Context: an optimization exercise on an open-source flow, tuned for small area. The choices shown serve that exercise and are no tape-out recipe. The RTL was checked by simulation tests, not by an equivalence proof against the original design. Power is estimated from default activity; no workload was simulated.

## the reference run
Design pfse_frdec4, start of the top module:
module pfse_frdec4 (
    input  wire        clk,
    input  wire        rst,
    input  wire        in_valid,
    input  wire [31:0] in_data,
    input  wire        in_last,
    input  wire [1:0]  in_nbytes,
    output wire        out_valid,
    output wire [1:0]  out_demux,       
    output wire [11:0] out_status,      
    output wire [6:0]  out_rel_id,
    output wire        out_agg,
    output wire [31:0] out_entry_id,
    output wire [31:0] out_attr2,
    output wire [31:0] out_attr3,
    output wire [31:0] out_udp_ports,   
    output wire [31:0] out_udp_lencs,   
    output wire [15:0] out_pay_off,
    output wire [15:0] out_pay_len,
    output wire [47:0] out_dmac,
    output wire [47:0] out_smac,
    output wire [31:0] out_src_ip,
    output wire [31:0] out_dst_ip,
    output wire [3:0]  out_ihl,
    output wire [7:0]  out_proto,
    output wire [15:0] out_totlen
);
Size in the first run: roughly 1700 cells after synthesis, roughly 400 flip-flops, about 20000 um2 of cells after synthesis.
==> flow/config.mk <==
export PLATFORM = sky130hd
export DESIGN_NAME = pfse_frdec4
export DESIGN_NICKNAME = pfse_frdec4
export VERILOG_FILES = /design/flow/design.v
export SDC_FILE = /design/flow/constraint.sdc
export NUM_CORES = 4
export LEC_CHECK = 0
export CAP_MARGIN = 20
export CORE_MARGIN = 2
export CORE_UTILIZATION = 45
export SLEW_MARGIN = 20
==> flow/constraint.sdc <==
create_clock -name core_clock -period 24.0 [get_ports {clk}]
set_input_delay 4.8000 -clock core_clock [delete_from_list [all_inputs] [get_ports {clk}]]
set_output_delay 4.8000 -clock core_clock [all_outputs]
set_load 0.01 [all_outputs]
standard.sh (not shown) runs the stock make flow with config.mk's settings and CLKGATE_MAP_FILE= SYNTH_SCRIPT=/design/flow/synth_recipe.tcl, a recipe that flattens the netlist after the stock synthesis.
==> flow/flow/run.sh <==
#!/bin/bash
# The standard ORFS layout (standard.sh, unchanged synthesis), with two
# layout choices of its own:
#  - the port buffers use the smallest buffer cell (buf_1);
#  - the clock tree uses clkbuf_4 in small sink clusters and inserts no dummy loads.
set -euo pipefail
bash standard.sh \
  "BUFFER_PORTS_ARGS=-buffer_cell sky130_fd_sc_hd__buf_1" \
  "CTS_ARGS=-sink_clustering_enable -repair_clock_nets -dont_use_dummy_load -buf_list sky130_fd_sc_hd__clkbuf_4 -sink_clustering_size 8 -sink_clustering_max_diameter 40" \
  finish > standard_flow.log 2>&1
Here is what was changed in the inputs of the trial run compared with the reference run.
-- flow/design.v --
<<< the reference run, line 168
    wire [17:0] A2nx = acc(A2, A2u0, A2u1, w2a, w2b);
    wire a1_ok = (&A1[15:2]) & (A1[1] == !A1u1) & (A1[0] == !(A1u0 ^ A1u1));
    wire [19:0] bc1 = rca({15'd0, kb}, 20'd0, in_valid & (kb != 5'd31));
    wire [19:0] Cm1 = rca({6'd0, C}, 20'hFFFFF, !(in_valid & (C != 14'd0)));
    always @(posedge clk) begin
        if (rst) begin
>>> the trial run, line 168
    wire [17:0] A2nx = acc(A2, A2u0, A2u1, w2a, w2b);
    wire a1_ok = (&A1[15:2]) & (A1[1] == !A1u1) & (A1[0] == !(A1u0 ^ A1u1));
    wire [4:0]  bc1 = (kb == 5'd31) ? 5'd31 : kb + 5'd1;
    wire [13:0] Cm1 = C - 14'd1;
    always @(posedge clk) begin
        if (rst) begin
<<< the reference run, line 176
        end else begin
            fin <= lastb;
            if (in_valid)
                fresh <= in_last;
        end
    end
    always @(posedge clk) begin
        bc <= bc1[4:0];
        C  <= (in_valid & (kb == 5'd4)) ? in_data[31:18] : Cm1[13:0];
    end
    always @(posedge clk) begin
>>> the trial run, line 176
        end else begin
            fin <= lastb;
            if (in_valid) begin
                fresh <= in_last;
                bc    <= bc1;
            end
        end
    end
    always @(posedge clk) begin
<<< the reference run, line 195
                g_reg <= (in_data[15:12] == 4'd4) &
                         (in_data[11] | (in_data[10] & (in_data[9] | in_data[8])));
            end
            if (kb == 5'd5) begin
>>> the trial run, line 193
                g_reg <= (in_data[15:12] == 4'd4) &
                         (in_data[11] | (in_data[10] & (in_data[9] | in_data[8])));
            end
            if (kb == 5'd4) begin
                C   <= in_data[31:18];
            end else if (C != 14'd0) begin
                C   <= Cm1;
            end
            if (kb == 5'd5) begin
==> results.txt <==
From the reference run to the trial run the numbers moved as follows: post-layout total power rose by 18 uW; synthesized area rose by about 1.5%; first-pass GRT wire length rose by about 2%. The cell count of the trial run falls short of that of the reference run by about 1.7%. Diff the reference run -> the trial run: cell area shows an increase of 1.3%, detailed-routing iteration count for the pre-antenna-repair pass went down, number of vias in the routed layout has decreased, smallest setup slack after layout went down by 0.41 ns, die outline width now larger. Looking at the reference run and the trial run, the area fraction of clock buffers and clock inverters is a wash. Compared with the reference run, in the trial run routed length per placed instance has increased, area of placed instances has increased.


Starting RTL as in the previous note.
clock: 24.0 ns
lec_check: 0
cap_margin: 20
core_margin: 2
core_utilization: 55
slew_margin: 20
Scripts as last shown in full above: flow/flow/run.sh
Rerun with:
--- a/flow/design.v
+++ b/flow/design.v
@@ -64,14 +64,14 @@
     reg        fresh;      
     reg        fin;        
     reg [4:0]  bc;         
     wire [4:0] kb = fresh ? 5'd0 : bc;     
     wire       lastb = in_valid & in_last;
     wire       nb4 = (in_nbytes == 2'd0);   
-    reg [47:0]  dmac_n, smac_n;
-    reg [31:0]  sip_n, dip_n;
+    reg [47:0]  dmac, smac;
+    reg [31:0]  sip, dip;
     reg [3:0]   ihl;
     reg [15:0]  tot;
     reg         p_rel, p_udp;
     reg [103:0] R_n;       
     reg [31:0]  bp_n;      
     reg [15:0]  bck_n;     
@@ -209,26 +209,26 @@
                 if (!n24_now) begin
                     p_rel <= 1'b0;
                     p_udp <= 1'b0;
                 end
             end
         end
-        if (clr | (in_valid & (kb == 5'd0))) dmac_n[47:16] <= gd;
+        if (clr | (in_valid & (kb == 5'd0))) dmac[47:16] <= gd;
         if (clr | (in_valid & (kb == 5'd1))) begin
-            dmac_n[15:0]  <= gd[31:16];
-            smac_n[47:32] <= gd[15:0];
-        end
-        if (clr | (in_valid & (kb == 5'd2))) smac_n[31:0] <= gd;
+            dmac[15:0]  <= gd[31:16];
+            smac[47:32] <= gd[15:0];
+        end
+        if (clr | (in_valid & (kb == 5'd2))) smac[31:0] <= gd;
         if (clr | (in_valid & (kb == 5'd3))) ihl <= gd[11:8];
         if (clr | (in_valid & (kb == 5'd4))) tot <= gd[31:16];
-        if (clr | (in_valid & (kb == 5'd6))) sip_n[31:16] <= gd[15:0];
+        if (clr | (in_valid & (kb == 5'd6))) sip[31:16] <= gd[15:0];
         if (clr | (in_valid & (kb == 5'd7))) begin
-            sip_n[15:0]  <= gd[31:16];
-            dip_n[31:16] <= gd[15:0];
-        end
-        if (clr | (in_valid & (kb == 5'd8))) dip_n[15:0] <= gd[31:16];
+            sip[15:0]  <= gd[31:16];
+            dip[31:16] <= gd[15:0];
+        end
+        if (clr | (in_valid & (kb == 5'd8))) dip[15:0] <= gd[31:16];
         if (clr | (in_valid & rk0)) R_n[103:88] <= gn[15:0];
         if (clr | (in_valid & rk1)) R_n[87:56]  <= gn;
         if (clr | (in_valid & rk2)) R_n[55:24]  <= gn;
         if (clr | (in_valid & rk3)) begin
             R_n[23:0]   <= gn[31:8];
             bp_n[31:24] <= gn[7:0];
@@ -266,27 +266,28 @@
     wire        us_ok = (p_rel & valid_b) ? z12 : z0;
     wire udpok = lenok & ((ck == 16'd0) | us_ok);
     wire [11:0] status = good ? {lenok, udpok, ipok, g_b & valid_a, 1'b1, g_b,
                                  !p_rel, p_rel, 4'd0} :
                          (c_rel | c_udp) ? 12'h083 : 12'h0B0;
     wire [19:0] plw = rca({4'd0, X}, 20'hFFFF8, 1'b0);    
-    wire [4:0]  po  = {1'b0, ihl} + (g_b ? 5'd8 : 5'd5);
+    wire [19:0] pow = rca({16'd0, ihl}, {16'd0, g_b, !g_b, 1'b0, !g_b}, 1'b0);
+    wire [4:0]  po  = pow[4:0];                        
     assign out_valid     = fin & ~rst;
     assign out_demux     = {!c_rel, !c_udp};
     assign out_status    = status;
     assign out_rel_id    = ~(R_n[103:97] | {7{!p_rel}});
     assign out_agg       = ~(R_n[96] | !p_rel);
     assign out_entry_id  = ~(R_n[95:64] | {32{!sel_b}});
     assign out_attr2     = ~(R_n[63:32] | {32{!sel_b}});
     assign out_attr3     = ~(R_n[31:0]  | {32{!sel_b}});
     assign out_udp_ports = ~(sel_b ? bp_n : p_rel ? R_n[95:64] : R_n[103:72]);
     assign out_udp_lencs = {g_rel ? X : p_rel ? 16'd0 : R45, ck};
     assign out_pay_off   = good ? {9'd0, po, 1'b1, g_rel} : 16'd0;
     assign out_pay_len   = good ? plw[15:0] : 16'd0;
-    assign out_dmac      = dmac_n;
-    assign out_smac      = smac_n;
-    assign out_src_ip    = sip_n;
-    assign out_dst_ip    = dip_n;
+    assign out_dmac      = dmac;
+    assign out_smac      = smac;
+    assign out_src_ip    = sip;
+    assign out_dst_ip    = dip;
     assign out_ihl       = ihl;
     assign out_proto     = {g_rel, g_rel, g_rel, good, g_rel, 1'b0, g_rel, g_udp};
     assign out_totlen    = tot;
 endmodule
=>
- final area rises slightly
- synthesized cell count is lower slightly
- routed wire length stays flat
- setup slack got worse by 1.1 ns
- clock skew goes down by 0.017 ns
- global-route usage barely changes
- final cell count drops slightly
- die area barely changes
- sequential share of layout area shrinks by 0.40 points

what the ideal ports hide:
No port has a modelled driver above. Below, the same layouts with a new extraction and two added sets of constraints. Step 1 (the two cells are an assumption about what drives the block):
set clk [get_ports {clk}]
set_driving_cell -lib_cell sky130_fd_sc_hd__clkbuf_16 $clk
set_driving_cell -lib_cell sky130_fd_sc_hd__buf_2 [delete_from_list [all_inputs] $clk]
Step 2 moves the port delays by t, midway between the first and last clock arrival at a register: inputs arrive t later, outputs are due t later. That takes back most of the time a late clock gives input paths. Three values: no drivers, after step 1, after step 2; two values: the first two.
run | t (ns) | slack for setup (ns) | hold slack, ns | worst setup path at the end | slew at the worst register clock pin (ns)
the reference run | 0.801 | 4.965 / 4.917 / 5.293 | 0.569 / 0.569 / 0.569 | input to output | 0.10 / 0.10
the trial run | 0.835 | 4.553 / 4.504 / 5.338 | 0.656 / 0.656 / 0.656 | register to output | 0.10 / 0.10
the first run of note 2 | 0.839 | 5.290 / 5.235 / 5.344 | 0.576 / 0.576 / 0.576 | input to output | 0.10 / 0.10
the second run of note 2 | 0.792 | 4.154 / 4.106 / 4.898 | 0.574 / 0.574 / 0.574 | register to output | 0.09 / 0.09
After both steps setup and hold are still met in every run listed.
